From an optimization exercise on the open Yosys and OpenROAD flow, aimed at small area; shortcuts taken in it are not production practice.

before:
Design luxcp, start of the top module:
module luxcp #(
    parameter [7:0] CMD_RESULT          = 8'h00,
    parameter [7:0] CMD_CONFIG          = 8'h01,
    parameter [7:0] CMD_LOW_LIMIT       = 8'h02,
    parameter [7:0] CMD_HIGH_LIMIT      = 8'h03,
    parameter [7:0] CMD_MANUFACTURER_ID = 8'h7E,
    parameter [7:0] CMD_DEVICE_ID       = 8'h7F,
    parameter [7:0] POLL_MAX_ATTEMPTS   = 8'd250
) (
    input  wire        clk,
    input  wire        rst,
    input  wire [6:0]  cfg_addr,
    input  wire        req_valid,
    output wire        req_ready,
    input  wire [3:0]  req_op,
    input  wire [31:0] req_arg,
    output wire        rsp_valid,
    input  wire        rsp_ready,
    output wire [31:0] rsp_value,
    output wire [1:0]  rsp_err_class,
    output wire [15:0] rsp_err_code,
    output wire        busy,
    output wire [6:0]  st_addr,
    output wire [31:0] st_result_lux,
    output wire [31:0] st_high_lux,
    output wire [31:0] st_low_lux,
    output wire [17:0] st_result_err,
    output wire [17:0] st_high_err,
    output wire [17:0] st_low_err,
    output wire [15:0] st_config,
    output wire        tp_req,
    output wire [2:0]  tp_prim,
    output wire [6:0]  tp_addr,
    output wire [7:0]  tp_wdata,
    input  wire        tp_ack,
    input  wire [7:0]  tp_rdata
);
Size: ~990 cells after synthesis.
clock: 30.0 ns
lec_check: 0
cap_margin: 0
core_margin: 2
core_utilization: 40
gpl_timing_driven: 0
slew_margin: 0
standard.sh (not shown) runs the stock make flow with config.mk's settings and CLKGATE_MAP_FILE= SYNTH_SCRIPT=/design/flow/synth_recipe.tcl, a recipe that flattens the netlist after the stock synthesis.
==> flow/flow/run.sh <==
#!/bin/bash
set -euo pipefail
export BUFFER_PORTS_ARGS="-buffer_cell sky130_fd_sc_hd__buf_1"
export REMOVE_ABC_BUFFERS=1
export CTS_ARGS="-sink_clustering_enable -repair_clock_nets -dont_use_dummy_load -buf_list sky130_fd_sc_hd__clkbuf_8 -sink_clustering_size 20 -sink_clustering_max_diameter 60"
bash standard.sh > standard_flow.log 2>&1
## Diff of input files: after against before
diff --git a/flow/design.v b/flow/design.v
--- a/flow/design.v
+++ b/flow/design.v
@@ -157,41 +157,37 @@
                             4'd11:       state <= S_FL0;
                             4'd10:       state <= S_TL0;
                             default:     state <= S_CLR;
                         endcase
                     end
                 end
                 S_CLR, S_CLR2: begin
-                    if (C[5]) begin
+                    W <= {W[30:0], (state == S_CLR) & f & C[4]};
+                    C <= C + 8'd1;
+                    if (C[4:0] == 5'd31) begin
                         C <= 8'd0;
                         if (state == S_CLR2) state <= S_END;
                         else if (op == 4'd11) state <= S_FIN;
                         else state <= S_BEGIN;
-                    end else begin
-                        W <= {W[30:0], (state == S_CLR) & f & C[4]};
-                        C <= C + 8'd1;
                     end
                 end
                 S_SH8: begin
-                    if (C[3]) begin
+                    W <= {W[30:0], 1'b0};
+                    C <= C + 8'd1;
+                    if (C[2:0] == 3'd7)
                         state <= op_wr ? S_WDAT : S_RD;    
-                    end else begin
-                        W <= {W[30:0], 1'b0};
-                        C <= C + 8'd1;
-                    end
                 end
                 S_SHL4: begin
-                    if (C[2]) begin
+                    W <= {W[30:0], 1'b0};
+                    C <= C + 8'd1;
+                    if (C[1:0] == 2'd3) begin
                         C  <= 8'd0;
                         cy <= {rc[1], 1'b0};
                         f  <= 1'b0;
                         state <= rc[1] ? S_NEG : S_MUL;
-                    end else begin
-                        W <= {W[30:0], 1'b0};
-                        C <= C + 8'd1;
                     end
                 end
                 S_BEGIN: if (tp_ack) state <= S_WCMD;
                 S_WCMD: begin
                     if (tp_ack) begin
                         state <= op_wr ? S_WDAT : S_END;
                     end
@@ -252,20 +248,19 @@
                 S_TL0: begin
                     Y <= e10;
                     C <= 8'd0;
                     f <= 1'b0;
                     state <= S_TLP;
                 end
                 S_TLP: begin
-                    if (C[4] & C[2]) begin
+                    W <= {W[30:0], 1'b0};
+                    C <= C + 8'd1;
+                    if (C[4] & C[1] & C[0]) begin       
                         C <= 8'd0;
                         state <= S_DIV;
-                    end else begin
-                        W <= {W[30:0], 1'b0};
-                        C <= C + 8'd1;
                     end
                 end
                 S_DIV: begin
                     if (f & W[23]) begin
                         W[31:23] <= {1'b0, ~Y[5], Y[5], Y[5], Y[4:0]};
                         state <= S_FIN;
                     end else if (Y == 6'd55) begin
@@ -286,23 +281,22 @@
                     end else begin
                         Y <= nbexp;
                         W[31:23] <= 9'h001;
                         state <= S_SHL4;
                     end
                 end
                 S_MUL: begin
-                    if (Y == 6'd11) begin
+                    W  <= {mkeep & msum[0], W[31:1]};
+                    cy <= mcy;
+                    if (mround) f <= 1'b1;
+                    Y <= Y - 6'd1;
+                    C <= C + 8'd1;
+                    if (Y == 6'd12) begin               
                         C <= 8'd0;
                         state <= S_NORM;
-                    end else begin
-                        W  <= {mkeep & msum[0], W[31:1]};
-                        cy <= mcy;
-                        if (mround) f <= 1'b1;
-                        Y <= Y - 6'd1;
-                        C <= C + 8'd1;
                     end
                 end
                 S_NORM: begin
                     if (nbig & (C[3:0] != 4'd15)) begin
                         W <= {1'b0, W[31:1]};
                         C <= C + 8'd1;
                     end else if (nbig) begin
@@ -312,21 +306,19 @@
                     end else begin
                         W[15:12] <= C[3:0];
                         C <= 8'd0;
                         state <= (op == 4'd11) ? S_FIN : S_BEGIN;
                     end
                 end
                 S_NEG: begin
-                    if (C[4:0] == 5'd31) begin
+                    W  <= {nsum[0] & (C < 8'd11), W[31:1]};
+                    cy <= nsum[2:1];
+                    C  <= C + 8'd1;
+                    if (C[4:1] == 4'd15)                  
                         state <= S_FIN;
-                    end else begin
-                        W  <= {nsum[0] & (C < 8'd11), W[31:1]};
-                        cy <= nsum[2:1];
-                        C  <= C + 8'd1;
-                    end
                 end
                 S_FIN: begin
                     state <= S_RSP;
                 end
                 S_RSP: begin
                     if (rsp_ready) begin
                         state <= S_IDLE;
### Flow results
The gate count of the mapped netlist of after and that of before are within noise of each other. Taking before as the reference, in after time the final worst path needs with I/O delays and setup fell 50 ps, cell count moved down, setup slack rose by 50 ps, share of the clock period used by the worst path after layout shrank by 0.17 points. Compared after against before; area occupied by multi-input gates within noise. Of after and before, the higher share of the core filled with cells belongs to before. after finished every step from synthesis to the final layout, and the layout passed the timing, design-rule and antenna checks. after falls short of before in slack of the worst reg-to-reg path. Adder-cell area share of the yosys netlist for after: 0.27 points down relative to before. Setup slack at placement in after is 81 ps higher than in before. Global-route wire length before repair on after is ahead of before.
Function was not checked in any run of this note: the RTL went through the layout flow alone.

==> what the ideal ports hide <==
The results above use ideal ports. As a check the final layouts listed here were re-extracted and re-timed, cells and wires unchanged.
Step 1: set_driving_cell puts a clkbuf_16 on clk and a buf_2 on each other input, an assumption about the parent block.
Step 2 times the ports against the registers' clock, not the clock port: input delays grow and output delays shrink by t, the midpoint of the rising clock arrivals with the driver on.
a / b / c = ideal / step 1 / step 2; a / b = the first two.
run | t, ns | slack for setup (ns) | worst data-port slew with drivers (ns) | cell pins on the clock port's net
before | 0.491 | 17.022 / 16.999 / 16.999 | 0.10 | 1
after | 0.492 | 17.072 / 17.046 / 17.046 | 0.09 | 1
After both steps setup and hold are still met in every run listed. The setup slack of after, which loses most, moves by -0.026 ns with the drivers and by -0.026 ns with both steps.
